Context: an optimization exercise on an open-source flow, tuned for small area, a short achievable clock period and few clock cycles. The choices shown serve that exercise and are no tape-out recipe. In this exercise RTL edits were held to simulation tests only and were not proved equivalent to the original. Power is estimated from default activity; no workload was simulated.

==> flow/design.v <==
module usbh_chan_ctl (
    input  wire        clk,
    input  wire        rst,
    input  wire        cmd_valid,
    input  wire [63:0] cmd_word,
    output wire        ready,
    output reg         rsp_valid,
    output reg  [4:0]  rsp_code,
    output reg  [31:0] rsp_data,
    output reg  [31:0] rsp_aux,
    input  wire        pev_valid,
    input  wire [3:0]  pev_kind,
    input  wire [2:0]  pev_ch,
    input  wire [9:0]  pev_count,
    input  wire        pev_dtog,
    input  wire        pev_flag,
    input  wire [2:0]  bd_ch,
    output wire [31:0] bd_txbd,
    output wire [31:0] bd_rxbd,
    output wire        irq,
    output wire [4:0]  fault
);
    localparam [31:0] T_MASK  = 32'h0000_7070;
    localparam [31:0] C_MASK  = 32'h0600_8080;
    localparam [31:0] RW_MASK = 32'h007F_060F;
    localparam [31:0] P_MASK  = 32'hF980_0900;
    localparam [15:0] DESC_TABLE_BYTES = 16'd64;
    localparam [16:0] PMA_BYTES        = 17'd2048;
    localparam [4:0] R_OK          = 5'd0;
    localparam [4:0] R_IN_USE      = 5'd5;
    localparam [4:0] R_OOM         = 5'd6;
    localparam [4:0] F_INVALID_LEN = 5'd16;
    localparam [4:0] F_REGION_OVF  = 5'd17;
    localparam [4:0] F_COUNT_LARGE = 5'd18;
    localparam [4:0] F_UNALIGNED   = 5'd19;
    localparam [4:0] F_MISALIGNED  = 5'd20;
    localparam [4:0] F_NO_HANDLE   = 5'd21;
    localparam [4:0] R_HALTED      = 5'd28;
    localparam [4:0] R_UNSUPPORTED = 5'd29;
    localparam [4:0] R_INVALID     = 5'd30;
    localparam [7:0] OP_PM_ALLOC   = 8'h01;
    localparam [7:0] OP_PM_RESET   = 8'h02;
    localparam [7:0] OP_BD_ENC     = 8'h10;
    localparam [7:0] OP_BD_DEC     = 8'h11;
    localparam [7:0] OP_BD_PROGRX  = 8'h12;
    localparam [7:0] OP_BD_PROGTX  = 8'h13;
    localparam [7:0] OP_BD_RXLEN   = 8'h14;
    localparam [7:0] OP_PM_WRITE   = 8'h20;
    localparam [7:0] OP_PM_READ    = 8'h21;
    localparam [7:0] OP_CR_READ    = 8'h30;
    localparam [7:0] OP_CR_CANON   = 8'h31;
    localparam [7:0] OP_CR_SETSTAT = 8'h32;
    localparam [7:0] OP_CR_CLRCTR  = 8'h33;
    localparam [7:0] OP_CR_CLRERR  = 8'h34;
    localparam [7:0] OP_CR_INIT    = 8'h35;
    localparam [7:0] OP_CR_TOUCH   = 8'h36;
    localparam [7:0] OP_IRQ        = 8'h40;
    localparam [7:0] OP_EP_READ    = 8'h50;
    localparam [7:0] OP_EP_WRITE   = 8'h51;
    localparam [7:0] OP_EP_POLL    = 8'h52;
    localparam [7:0] OP_BUS_WAIT   = 8'h53;
    localparam [7:0] OP_CH_CLAIM   = 8'h60;
    localparam [7:0] OP_CH_RECONF0 = 8'h61;
    localparam [7:0] OP_CH_DROP    = 8'h62;
    localparam [4:0] S_IDLE       = 5'd0;
    localparam [4:0] S_DEC        = 5'd1;
    localparam [4:0] S_CR_RD      = 5'd2;
    localparam [4:0] S_CR_WR      = 5'd3;
    localparam [4:0] S_IRQ_RD     = 5'd4;
    localparam [4:0] S_IRQ_DCON   = 5'd5;
    localparam [4:0] S_IRQ_CTR_RD = 5'd6;
    localparam [4:0] S_IRQ_ERR_WR = 5'd7;
    localparam [4:0] S_IRQ_CTR_WR = 5'd8;
    localparam [4:0] S_IRQ_ECLS   = 5'd9;
    localparam [4:0] S_IRQ_TCH_WR = 5'd10;
    localparam [4:0] S_CL_CHECK   = 5'd11;
    localparam [4:0] S_CL_ALLOC   = 5'd12;
    localparam [4:0] S_CL_PROG    = 5'd13;
    localparam [4:0] S_CL_INIT_RD = 5'd14;
    localparam [4:0] S_CL_INIT_WR = 5'd15;
    localparam [4:0] S_RESP       = 5'd16;
    function [31:0] hw_write_chep(input [31:0] old, input [31:0] w);
        hw_write_chep = (w & (RW_MASK | P_MASK)) | ((old ^ w) & T_MASK) | (old & w & C_MASK);
    endfunction
    function [31:0] canon(input [31:0] v);
        canon = (v & (RW_MASK | P_MASK)) | C_MASK;
    endfunction
    function [15:0] mlc_enc(input [10:0] l);
        reg [10:0] b;
        begin
            if (l <= 11'd60) begin
                mlc_enc = {1'b0, 5'd0, 10'd0} | ({5'd0, (l + 11'd1) >> 1} << 10);
            end else begin
                b = (l + 11'd31) >> 5;
                mlc_enc = 16'h8000 | ({5'd0, b - 11'd1} << 10);
            end
        end
    endfunction
    function [10:0] mlc_dec(input [15:0] code);
        if (code[15])
            mlc_dec = {({1'b0, code[14:10]} + 6'd1), 5'd0};
        else
            mlc_dec = {5'd0, code[14:10], 1'b0};
    endfunction
    function [1:0] reg_type(input [1:0] etype);
        case (etype)
            2'd0: reg_type = 2'b01;    
            2'd1: reg_type = 2'b10;    
            2'd2: reg_type = 2'b00;    
            default: reg_type = 2'b11;  
        endcase
    endfunction
    function [15:0] roundup4(input [15:0] l);
        roundup4 = (l + 16'd3) & 16'hFFFC;
    endfunction
    function is_fault(input [4:0] code);
        is_fault = (code >= 5'd16) && (code <= 5'd21);
    endfunction
    reg [4:0]  state;
    reg [63:0] cmd_r;
    reg [31:0] chep [0:7];
    reg [15:0] tx_addr [0:7];
    reg [9:0]  tx_count [0:7];
    reg [15:0] rx_addr [0:7];
    reg [15:0] rx_mlc [0:7];
    reg [15:0] alloc_free;
    reg [7:0]  in_use_in;
    reg [7:0]  in_use_out;
    reg [7:0]  ht_in;
    reg [7:0]  ht_out;
    reg        istr_dcon;
    reg        istr_err;
    reg        istr_pmaovr;
    reg [2:0]  err_ch;
    reg        connected;
    reg [4:0]  fault_r;
    reg [31:0] cur;         
    reg [31:0] istr_s;      
    reg [16:0] wake;        
    reg [2:0]  cl_c;
    reg        cl_in;
    reg [1:0]  cl_etype;
    reg [6:0]  cl_dev;
    reg [10:0] cl_mps;
    reg [15:0] cl_size;
    reg [31:0] cl_region;
    reg        reconf;      
    reg        reconf_out;  
    reg [31:0] reconf_in_region;
    wire [7:0]  f_op   = cmd_r[63:56];
    wire [2:0]  f_ch   = cmd_r[55:53];
    wire        f_dir  = cmd_r[52];
    wire [1:0]  f_et   = cmd_r[51:50];
    wire [6:0]  f_dev  = cmd_r[49:43];
    wire [10:0] f_len  = cmd_r[42:32];
    wire [31:0] f_arg  = cmd_r[31:0];
    wire [15:0] f_off  = cmd_r[31:16];
    wire [15:0] f_rlen = cmd_r[15:0];
    reg        dec_ok;
    always @* begin
        case (f_op)
            OP_PM_ALLOC, OP_BD_DEC:      dec_ok = (cmd_r[55:16] == 40'd0);
            OP_PM_RESET, OP_IRQ,
            OP_EP_POLL:                  dec_ok = (cmd_r[55:0] == 56'd0);
            OP_BD_ENC:                   dec_ok = (cmd_r[55:43] == 13'd0) && (cmd_r[31:0] == 32'd0);
            OP_BD_PROGRX, OP_BD_PROGTX:  dec_ok = (cmd_r[52:43] == 10'd0);
            OP_BD_RXLEN, OP_CR_READ,
            OP_CR_TOUCH, OP_EP_WRITE:    dec_ok = (cmd_r[52:0] == 53'd0);
            OP_PM_WRITE, OP_CR_CANON:    dec_ok = (cmd_r[55:32] == 24'd0);
            OP_PM_READ:                  dec_ok = (cmd_r[55:43] == 13'd0);
            OP_CR_SETSTAT:               dec_ok = (cmd_r[51:2] == 50'd0);
            OP_CR_CLRCTR, OP_CR_CLRERR:  dec_ok = (cmd_r[52:2] == 51'd0);
            OP_CR_INIT:                  dec_ok = (cmd_r[52] == 1'b0) && (cmd_r[42:0] == 43'd0);
            OP_EP_READ:                  dec_ok = (cmd_r[52] == 1'b1) && (cmd_r[51:32] == 20'd0);
            OP_BUS_WAIT:                 dec_ok = (cmd_r[55:1] == 55'd0);
            OP_CH_CLAIM:                 dec_ok = (cmd_r[31:0] == 32'd0);
            OP_CH_RECONF0:               dec_ok = (cmd_r[55:50] == 6'd0) && (cmd_r[31:0] == 32'd0);
            OP_CH_DROP:                  dec_ok = (cmd_r[51:0] == 52'd0);
            default:                     dec_ok = 1'b0;
        endcase
    end
    reg        ctr_any;
    reg [2:0]  ctr_idn;
    integer    i;
    always @* begin
        ctr_any = 1'b0;
        ctr_idn = 3'd0;
        for (i = 7; i >= 0; i = i - 1) begin
            if (chep[i][15] | chep[i][7]) begin
                ctr_any = 1'b1;
                ctr_idn = i[2:0];
            end
        end
    end
    wire [2:0]  istr_idn = ctr_any ? ctr_idn : err_ch;
    wire        istr_dir = ctr_any ? chep[ctr_idn][15] : 1'b0;
    wire [31:0] istr_val = {2'b00, connected, 13'd0, ctr_any, istr_pmaovr, istr_err,
                            2'b00, istr_dcon, 5'd0, istr_dir, 1'b0, istr_idn};
    assign irq   = ctr_any | istr_dcon | istr_err | istr_pmaovr;
    assign ready = (state == S_IDLE);
    assign fault = fault_r;
    assign bd_txbd = {6'd0, tx_count[bd_ch], tx_addr[bd_ch]};
    assign bd_rxbd = {rx_mlc[bd_ch], rx_addr[bd_ch]};
    wire [15:0] enc_len    = mlc_enc(f_len);
    wire        len_bad    = (f_len < 11'd2) || (f_len > 11'd1024);
    wire [16:0] alloc_end  = {1'b0, alloc_free} + {1'b0, f_rlen};
    wire [15:0] cl_code    = mlc_enc(cl_mps);
    wire [10:0] cl_dec     = mlc_dec(cl_code);
    wire [16:0] cl_end     = {1'b0, alloc_free} + {1'b0, cl_size};
    reg [31:0] cr_w;
    always @* begin
        cr_w = canon(cur);
        case (f_op)
            OP_CR_SETSTAT: begin
                if (f_dir) cr_w[13:12] = cur[13:12] ^ f_arg[1:0];
                else       cr_w[5:4]   = cur[5:4]   ^ f_arg[1:0];
            end
            OP_CR_CLRCTR: begin
                if (f_arg[0]) cr_w[15] = 1'b0;
                if (f_arg[1]) cr_w[7]  = 1'b0;
            end
            OP_CR_CLRERR: begin
                if (f_arg[0]) cr_w[26] = 1'b0;
                if (f_arg[1]) cr_w[25] = 1'b0;
            end
            OP_CR_INIT: begin
                cr_w[10:9]  = reg_type(f_et);
                cr_w[22:16] = f_dev;
                cr_w[3:0]   = {1'b0, f_ch};
            end
            default: ;
        endcase
    end
    reg [31:0] irq_err_w;
    reg [31:0] irq_ctr_w;
    always @* begin
        irq_err_w = canon(cur);
        if (cur[26]) irq_err_w[26] = 1'b0;
        if (cur[25]) irq_err_w[25] = 1'b0;
        irq_ctr_w = canon(cur);
        if (cur[15]) irq_ctr_w[15] = 1'b0;
        if (cur[7])  irq_ctr_w[7]  = 1'b0;
    end
    wire [31:0] cl_init_w = (canon(cur) & ~32'h007F_060F) |
                            {9'd0, cl_dev, 5'd0, reg_type(cl_etype), 5'd0, 1'b0, cl_c};
    wire [31:0] pev_reg    = chep[pev_ch];
    wire        pev_rx_en  = connected && pev_reg[13];
    wire        pev_tx_en  = connected && pev_reg[5];
    always @(posedge clk) begin
        if (rst) begin
            state       <= S_IDLE;
            cmd_r       <= 64'd0;
            alloc_free  <= DESC_TABLE_BYTES;
            in_use_in   <= 8'd0;
            in_use_out  <= 8'd0;
            ht_in       <= 8'd0;
            ht_out      <= 8'd0;
            istr_dcon   <= 1'b0;
            istr_err    <= 1'b0;
            istr_pmaovr <= 1'b0;
            err_ch      <= 3'd0;
            connected   <= 1'b0;
            fault_r     <= 5'd0;
            rsp_valid   <= 1'b0;
            rsp_code    <= 5'd0;
            rsp_data    <= 32'd0;
            rsp_aux     <= 32'd0;
            cur         <= 32'd0;
            istr_s      <= 32'd0;
            wake        <= 17'd0;
            cl_c        <= 3'd0;
            cl_in       <= 1'b0;
            cl_etype    <= 2'd0;
            cl_dev      <= 7'd0;
            cl_mps      <= 11'd0;
            cl_size     <= 16'd0;
            cl_region   <= 32'd0;
            reconf      <= 1'b0;
            reconf_out  <= 1'b0;
            reconf_in_region <= 32'd0;
            for (i = 0; i < 8; i = i + 1) begin
                chep[i]     <= 32'd0;
                tx_addr[i]  <= 16'd0;
                tx_count[i] <= 10'd0;
                rx_addr[i]  <= 16'd0;
                rx_mlc[i]   <= 16'd0;
            end
        end else begin
            rsp_valid <= 1'b0;
            case (state)
            S_IDLE: begin
                if (cmd_valid) begin
                    cmd_r <= cmd_word;
                    state <= S_DEC;
                end else if (pev_valid && fault_r == 5'd0) begin
                    case (pev_kind)
                        4'd0: if (pev_rx_en) begin             
                            rx_mlc[pev_ch][9:0] <= pev_count;
                            chep[pev_ch][13:12] <= 2'b00;
                            chep[pev_ch][15]    <= 1'b1;
                            chep[pev_ch][14]    <= pev_dtog;
                        end
                        4'd1: if (pev_rx_en) begin             
                            chep[pev_ch][13:12] <= 2'b10;
                            if (pev_flag) chep[pev_ch][15] <= 1'b1;
                        end
                        4'd2: if (pev_rx_en) begin             
                            chep[pev_ch][13:12] <= 2'b01;
                            chep[pev_ch][15]    <= 1'b1;
                        end
                        4'd3: if (pev_tx_en) begin             
                            chep[pev_ch][5:4] <= 2'b00;
                            chep[pev_ch][7]   <= 1'b1;
                            chep[pev_ch][6]   <= pev_dtog;
                        end
                        4'd4: if (pev_tx_en) begin             
                            chep[pev_ch][5:4] <= 2'b10;
                            if (pev_flag) chep[pev_ch][7] <= 1'b1;
                        end
                        4'd5: if (pev_tx_en) begin             
                            chep[pev_ch][5:4] <= 2'b01;
                            chep[pev_ch][7]   <= 1'b1;
                        end
                        4'd6: if (pev_rx_en) begin             
                            chep[pev_ch][26] <= 1'b1;
                            istr_err         <= 1'b1;
                            err_ch           <= pev_ch;
                        end
                        4'd7: if (pev_tx_en) begin             
                            chep[pev_ch][25] <= 1'b1;
                            istr_err         <= 1'b1;
                            err_ch           <= pev_ch;
                        end
                        4'd8: begin                            
                            connected <= ~connected;
                            istr_dcon <= 1'b1;
                        end
                        4'd9: if (pev_rx_en || pev_tx_en) begin  
                            istr_pmaovr <= 1'b1;
                            err_ch      <= pev_ch;
                        end
                        default: ;
                    endcase
                end
            end
            S_DEC: begin
                rsp_code <= R_OK;
                rsp_data <= 32'd0;
                rsp_aux  <= 32'd0;
                state    <= S_RESP;
                if (fault_r != 5'd0) begin
                    rsp_code <= R_HALTED;
                end else if (!dec_ok) begin
                    rsp_code <= R_INVALID;
                end else begin
                    case (f_op)
                    OP_PM_ALLOC: begin
                        if (f_rlen[1:0] != 2'b00)
                            rsp_code <= F_UNALIGNED;
                        else if (alloc_end > PMA_BYTES)
                            rsp_code <= R_OOM;
                        else begin
                            rsp_data   <= {alloc_free, f_rlen};
                            alloc_free <= alloc_end[15:0];
                        end
                    end
                    OP_PM_RESET: begin
                        alloc_free <= DESC_TABLE_BYTES;
                        in_use_in  <= 8'd0;
                        in_use_out <= 8'd0;
                    end
                    OP_BD_ENC: begin
                        if (len_bad) rsp_code <= F_INVALID_LEN;
                        else         rsp_data <= {16'd0, enc_len};
                    end
                    OP_BD_DEC: begin
                        rsp_data <= {21'd0, mlc_dec(f_arg[15:0])};
                    end
                    OP_BD_PROGRX: begin
                        if (len_bad)
                            rsp_code <= F_INVALID_LEN;
                        else if (f_off[1:0] != 2'b00)
                            rsp_code <= F_MISALIGNED;
                        else if ({5'd0, mlc_dec(enc_len)} > f_rlen)
                            rsp_code <= F_REGION_OVF;
                        else begin
                            rx_addr[f_ch] <= f_off;
                            rx_mlc[f_ch]  <= enc_len;
                        end
                    end
                    OP_BD_PROGTX: begin
                        if (f_off[1:0] != 2'b00)
                            rsp_code <= F_MISALIGNED;
                        else if ({5'd0, f_len} > f_rlen)
                            rsp_code <= F_REGION_OVF;
                        else if (f_len > 11'd1023)
                            rsp_code <= F_COUNT_LARGE;
                        else begin
                            tx_addr[f_ch]  <= f_off;
                            tx_count[f_ch] <= f_len[9:0];
                        end
                    end
                    OP_BD_RXLEN: begin
                        rsp_data <= {22'd0, rx_mlc[f_ch][9:0]};
                    end
                    OP_CR_READ: begin
                        rsp_data <= chep[f_ch];
                    end
                    OP_CR_CANON: begin
                        rsp_data <= canon(f_arg);
                    end
                    OP_CR_SETSTAT, OP_CR_CLRCTR, OP_CR_CLRERR,
                    OP_CR_INIT, OP_CR_TOUCH: begin
                        state <= S_CR_RD;
                    end
                    OP_IRQ: begin
                        state <= S_IRQ_RD;
                    end
                    OP_CH_CLAIM: begin
                        cl_c     <= f_ch;
                        cl_in    <= f_dir;
                        cl_etype <= f_et;
                        cl_dev   <= f_dev;
                        cl_mps   <= f_len;
                        reconf   <= 1'b0;
                        state    <= S_CL_CHECK;
                    end
                    OP_CH_RECONF0: begin
                        alloc_free <= DESC_TABLE_BYTES;
                        in_use_in  <= 8'd0;
                        in_use_out <= 8'd0;
                        cl_c       <= 3'd0;
                        cl_in      <= 1'b1;
                        cl_etype   <= 2'd0;
                        cl_dev     <= f_dev;
                        cl_mps     <= f_len;
                        reconf     <= 1'b1;
                        reconf_out <= 1'b0;
                        state      <= S_CL_CHECK;
                    end
                    OP_CH_DROP: begin
                        if (f_dir ? !ht_in[f_ch] : !ht_out[f_ch])
                            rsp_code <= F_NO_HANDLE;
                        else if (f_dir)
                            ht_in[f_ch] <= 1'b0;
                        else
                            ht_out[f_ch] <= 1'b0;
                    end
                    default: begin
                        rsp_code <= R_UNSUPPORTED;
                    end
                    endcase
                end
            end
            S_CR_RD: begin
                cur   <= chep[f_ch];
                state <= S_CR_WR;
            end
            S_CR_WR: begin
                chep[f_ch] <= hw_write_chep(cur, cr_w);
                rsp_data   <= cr_w;
                rsp_aux    <= hw_write_chep(cur, cr_w);
                state      <= S_RESP;
            end
            S_IRQ_RD: begin
                istr_s <= istr_val;
                wake   <= 17'd0;
                state  <= S_IRQ_DCON;
            end
            S_IRQ_DCON: begin
                if (istr_s[10]) begin
                    istr_dcon <= 1'b0;
                    wake[16]  <= 1'b1;
                end
                state <= istr_s[15] ? S_IRQ_CTR_RD : S_IRQ_ECLS;
            end
            S_IRQ_CTR_RD: begin
                cur   <= chep[istr_s[2:0]];
                state <= S_IRQ_ERR_WR;
            end
            S_IRQ_ERR_WR: begin
                if (cur[26] | cur[25])
                    chep[istr_s[2:0]] <= hw_write_chep(chep[istr_s[2:0]], irq_err_w);
                state <= S_IRQ_CTR_WR;
            end
            S_IRQ_CTR_WR: begin
                chep[istr_s[2:0]] <= hw_write_chep(chep[istr_s[2:0]], irq_ctr_w);
                if (cur[15]) wake[8 + istr_s[2:0]] <= 1'b1;
                if (cur[7])  wake[istr_s[2:0]]     <= 1'b1;
                state <= S_IRQ_ECLS;
            end
            S_IRQ_ECLS: begin
                if (istr_s[13] | istr_s[14]) begin
                    if (istr_s[13]) istr_err    <= 1'b0;
                    if (istr_s[14]) istr_pmaovr <= 1'b0;
                    cur   <= chep[istr_s[2:0]];
                    state <= S_IRQ_TCH_WR;
                end else begin
                    rsp_data <= istr_s;
                    rsp_aux  <= {15'd0, wake};
                    state    <= S_RESP;
                end
            end
            S_IRQ_TCH_WR: begin
                chep[istr_s[2:0]] <= hw_write_chep(cur, canon(cur));
                rsp_data <= istr_s;
                rsp_aux  <= {15'd0, wake};
                state    <= S_RESP;
            end
            S_CL_CHECK: begin
                if (cl_in ? (cl_mps < 11'd2 || cl_mps > 11'd1024)
                          : (cl_mps < 11'd1 || cl_mps > 11'd1023)) begin
                    rsp_code <= F_INVALID_LEN;
                    rsp_data <= 32'd0;
                    rsp_aux  <= 32'd0;
                    state    <= S_RESP;
                end else if (cl_in ? in_use_in[cl_c] : in_use_out[cl_c]) begin
                    rsp_code <= R_IN_USE;
                    rsp_data <= 32'd0;
                    rsp_aux  <= 32'd0;
                    state    <= S_RESP;
                end else begin
                    if (cl_in) begin
                        in_use_in[cl_c] <= 1'b1;
                        cl_size <= roundup4({5'd0, cl_dec});
                    end else begin
                        in_use_out[cl_c] <= 1'b1;
                        cl_size <= roundup4({5'd0, cl_mps});
                    end
                    state <= S_CL_ALLOC;
                end
            end
            S_CL_ALLOC: begin
                if (cl_end > PMA_BYTES) begin
                    if (cl_in) in_use_in[cl_c]  <= 1'b0;
                    else       in_use_out[cl_c] <= 1'b0;
                    rsp_code <= R_OOM;
                    rsp_data <= 32'd0;
                    rsp_aux  <= 32'd0;
                    state    <= S_RESP;
                end else begin
                    cl_region  <= {alloc_free, cl_size};
                    alloc_free <= cl_end[15:0];
                    state      <= S_CL_PROG;
                end
            end
            S_CL_PROG: begin
                if (cl_in) begin
                    rx_addr[cl_c] <= cl_region[31:16];
                    rx_mlc[cl_c]  <= cl_code;
                end else begin
                    tx_addr[cl_c]  <= cl_region[31:16];
                    tx_count[cl_c] <= 10'd0;
                end
                state <= S_CL_INIT_RD;
            end
            S_CL_INIT_RD: begin
                cur   <= chep[cl_c];
                state <= S_CL_INIT_WR;
            end
            S_CL_INIT_WR: begin
                chep[cl_c] <= hw_write_chep(cur, cl_init_w);
                if (cl_in) ht_in[cl_c]  <= 1'b1;
                else       ht_out[cl_c] <= 1'b1;
                if (reconf && !reconf_out) begin
                    reconf_in_region <= cl_region;
                    reconf_out       <= 1'b1;
                    cl_in            <= 1'b0;
                    state            <= S_CL_CHECK;
                end else begin
                    rsp_code <= R_OK;
                    rsp_data <= reconf ? reconf_in_region : cl_region;
                    rsp_aux  <= reconf ? cl_region : 32'd0;
                    state    <= S_RESP;
                end
            end
            S_RESP: begin
                rsp_valid <= 1'b1;
                if (is_fault(rsp_code))
                    fault_r <= rsp_code;
                state <= S_IDLE;
            end
            default: state <= S_IDLE;
            endcase
        end
    end
endmodule
==> flow/run.sh <==
#!/bin/bash
# synth_recipe.tcl (not shown) runs the flow's synth.tcl, then flattens the netlist and writes it again
# the make line also repeats each setting of config.mk as NAME=value (left out here)
make -C /OpenROAD-flow-scripts/flow DESIGN_CONFIG=/design/flow/config.mk WORK_HOME=/design/flow/orfs CLKGATE_MAP_FILE= SYNTH_SCRIPT=/design/flow/synth_recipe.tcl finish
==> flow/config.mk <==
export PLATFORM = sky130hd
export DESIGN_NAME = usbh_chan_ctl
export DESIGN_NICKNAME = usbh_chan_ctl
export VERILOG_FILES = /design/flow/design.v
export SDC_FILE = /design/flow/constraint.sdc
export NUM_CORES = 4
export LEC_CHECK = 0
export CAP_MARGIN = 20
export CORE_MARGIN = 2
export CORE_UTILIZATION = 40
export SLEW_MARGIN = 20
==> flow/constraint.sdc <==
create_clock -name core_clock -period 10.0 [get_ports {clk}]
set_input_delay 2.0000 -clock core_clock [delete_from_list [all_inputs] [get_ports {clk}]]
set_output_delay 2.0000 -clock core_clock [all_outputs]
set_load 0.01 [all_outputs]
==> notes.md <==
status=timing/DRC/antenna clean; highest ir drop seen on vdd=0.152 mV; Worst Path Required=10460 ps; CTS tree=built; crit-path most repeated cell=buf_4; via count=46700; Avg WL per Cell=29.2 um; Post-DP HPWL=148000 um; combinational power share=13.0%; CTS Buf Count=116; Psw=0.00301 W; fmax=0.124 GHz; Setup Fix Bufs, Post-CTS=0; DR iter-0 viols=5825; Clk Latency, worst-skew pair=820 ps; Initial DRT Pass Iterations=7; Final Skew=119 ps; final slew viol count=0; Critical Path End Type=flip-flop; post-placement cell count=7121; non-filler cells, final=7340; GRT overflow=0; Worst EP arrival=8550 ps; Top Usage Layer GRT=met2; CP Launch Point=cmd_r[38]$_SDFFE_PP0P_; met3 GRT Util=6.19%; critical path, cell by cell=or4_1 -> nand2b_1 -> nor2_1 -> mux2i_1 -> inv_1 -> ha_1 -> xnor2_1 -> nor2_1 -> ha_1 -> a2111oi_0 -> o21ai_0 -> a21oi_1 -> a2111oi_0 -> buf_4 -> nor4_1 -> o311ai_1 -> nor2_2 -> o22ai_4 -> buf_4 -> o31ai_1 -> buf_4; Crit Path Max Fanout=26; Leak=21.7 nW; Tmin final=8090 ps; final worst-path cycle share=80.9%; Setup violations, final=0; die extent in y=387 um; Initial Util=40.4%; synthesized area=58800 sq um; crit start category=flip-flop; chip width=387 um; cell count of the worst hold path=2; Port Buffer Count=224; Distinct cells, synth=102; routed wire length=214000 um; PostCTS Resize Cnt=0; Reg-to-Reg Start=cmd_r[38]$_SDFFE_PP0P_; Maximum Capacitance Violations=0; TNS Setup=0 ps; Nets=5490; antenna violations before repair=8; cts hold-fix bufs=0; worst-margin pin slew=1180 ps; Clk pwr share=40.8%; clock-pin transition on the worst setup and hold timing paths=60 ps; HP Class=reg2reg; Crit Path Category=reg2reg; P&R area growth vs syn=13.4%; Clock Path Buffers=3; Critical-path top delay cell=nor4_1; RSZ-0062 raised after global routing=false; Syn Area/Cell=11.1 sq um; pwr/cell area=165 nW/um^2; root buf cell=clkbuf_16; CORE AREA=146000 sq um; critical hold path startpoint=cl_region[10]$_SDFFE_PP0P_; vias in the first global route=44400; gpl congestion=0.962; synth warn=1; Sink Count=1074; Residual DRC=0; largest net degree at the start of global routing=187; Vias per Instance=6.36; Net Sw Frac=27.4%; share of power burned in registers=46.2%; Post-synth EDFFs=720; layout cells sized above 1=16.5%; Seq/Total Area, Yosys=48.8%; Mapped Cells=5303; Yosys reg bits=1074; worst rel slew slack=18.9%; Internal=0.00799 W; R2R depth=21; num rows=140; Synth Flop Type=edfxtp_1; total track usage=27.8%; Final Hold Viols=0; FFs w/ async S/R, synth=0%; Fillers=13400; M2 GR Usage=42.6%; Crit path largest cell delay=660 ps; Antenna Nets Post-Route=0; die area=150000 sq um; first-pass GRT wire length=311000 um; Top-Level Pins=231; met1 Use GR=37.5%; H-tree levels=3
[final timing paths]
kind	slack, ps	end
setup / recovery	1910	rx_mlc[2][2]$_SDFFCE_PN0P_
hold / removal	420	reconf_in_region[10]$_SDFFE_PP0P_
setup reg to reg	1910	rx_mlc[2][2]$_SDFFCE_PN0P_
hold reg to reg	420	reconf_in_region[10]$_SDFFE_PP0P_
[through the flow]
step / worst slack [ps] / utilization, % / total power, W / hold slack, ps / cell area [sq um]
finish: 1910 / 45.8 / 0.0110 / 421 / 66700
global route: 1360 / 45.8 / 0.0113 / 440 / 66700
CTS: 2080 / 45.8 / 0.0110 / 429 / 66700
detailed placement: 2140 / 43.0 / 0.00658 / 443 / 62700
global placement: 2280 / 43.0 / 0.00657 / 438 / 62700
floorplan: 3230 / - / 0.00593 / 420 / 58800
[cells in the mapped netlist, types with 94 or more instances]
library cell    n  area [sq um]
nor2_1        739          2770
edfxtp_1      720         21600
nand2_1       473          1780
a21oi_1       376          1880
dfxtp_1       354          7090
mux4_2        339          7630
clkbuf_1      318          1190
mux2i_1       197          1970
o21ai_0       193           966
nor4_1        134           838
nor3_1        111           556
mux2_2         94          1060
[power by group through the flow]
stage / logic [W] / clock network [W] / registers, W
after CTS: 0.00142 / 0.00452 / 0.00507
after detailed placement: 0.00141 / 0 / 0.00517
after global placement: 0.00141 / 0 / 0.00516
final: 0.00143 / 0.00449 / 0.00508
after floorplan: 0.000853 / 0 / 0.00507
after global routing: 0.00152 / 0.00469 / 0.00509
[layout by cell type, fill, tap and decap left out, drive strengths merged, types with 34 or more instances in the layout]
master           n
a211oi          82
mux2i          197
clkinv          47
a311oi          45
inv             65
nor3           112
nor2           742
clkbuf         154
edfxtp         720
and3            52
dfxtp          354
o31ai           37
a22oi           34
mux2            94
and2            65
o22ai           79
nand3           77
a31oi           34
buf            139
nand2          481
ha              76
o21ai          197
clkdlybuf4s50  220
nor4           174
a21oi          379
mux4           339
[sequential cells by signal, summed over array words and instances (netlist names), 9 cells and up, named ones only]
name,flops
rx_addr,128
alloc_free,16
reconf_in_region,26
rsp_data,32
rx_mlc,128
tx_addr,128
wake,17
tx_count,80
istr_s,9
rsp_aux,32
chep,256
cl_mps,11
cl_region,26
cur,32
cmd_r,64
cl_size,10
[critical path: cells and delay by family (launching register included)]
family | cells | cell delay [ps]
compound gates | 7 | 2120
xor+xnor | 1 | 170
fa+ha+maj | 2 | 590
buf+inv | 4 | 1040
flops | 1 | 440
mux | 1 | 640
simple gates | 6 | 2730
[cell type report]
type / instances / area (sq um) / area share, %
timing repair buffer: 360 / 3280 / 4.91
antenna: 1 / 2.50 / 0.00375
multi-input combinational: 3709 / 28100 / 42.1
tap: 1917 / 2400 / 3.60
sequential: 1074 / 28700 / 43.1
inverter: 61 / 231 / 0.347
clock inverter: 65 / 777 / 1.17
clock buffer: 153 / 3210 / 4.82
[kinds of logic after synthesis]
family          Yosys count  share of synthesized area (%)
fa+ha+maj                78                           1.69
buf+inv                 525                           3.85
other cells               1                        0.00638
xor+xnor                 52                          0.774
compound gates         1077                           11.7
flops                  1074                           48.8
mux                     630                           18.1
simple gates           1866                           15.0
[layer usage]
layer | share of wire (%) | wire length, um | up-vias
met1 | 40 | 85500 | 23500
met4 | 4.8 | 10200 | 12
met5 | 0.057 | 122 | -
li1 | - | - | 20200
met2 | 45 | 96500 | 2521
met3 | 10 | 21800 | 434
Testbench counts, summed over its fixed seeds: cycles 58,227.

-- port drivers added, routing unchanged --
The flow's constraints put no driver on any port. The routed layout listed below was extracted and timed again, unchanged, in two steps. Step 1, drivers: a clkbuf_16 drives clk and a buf_2 each remaining input, both assumed. Step 2 times the ports against the registers' clock, not the clock port: input delays grow and output delays shrink by t, the midpoint of the rising clock arrivals with the driver on. a / b / c = no drivers / after step 1 / after step 2; a / b = the first two.
shift t [ns]: 0.840
slack for setup (ns): 1.913 / 1.913 / 1.913
latest minus earliest clock arrival (ns): 0.119 / 0.119
worst data-port slew with drivers (ns): 0.06
cell pins on the clock port's net: 1
After both steps setup and hold are still met in this run. The setup slack of this run moves by 0.000 ns with the drivers and by 0.000 ns with both steps.
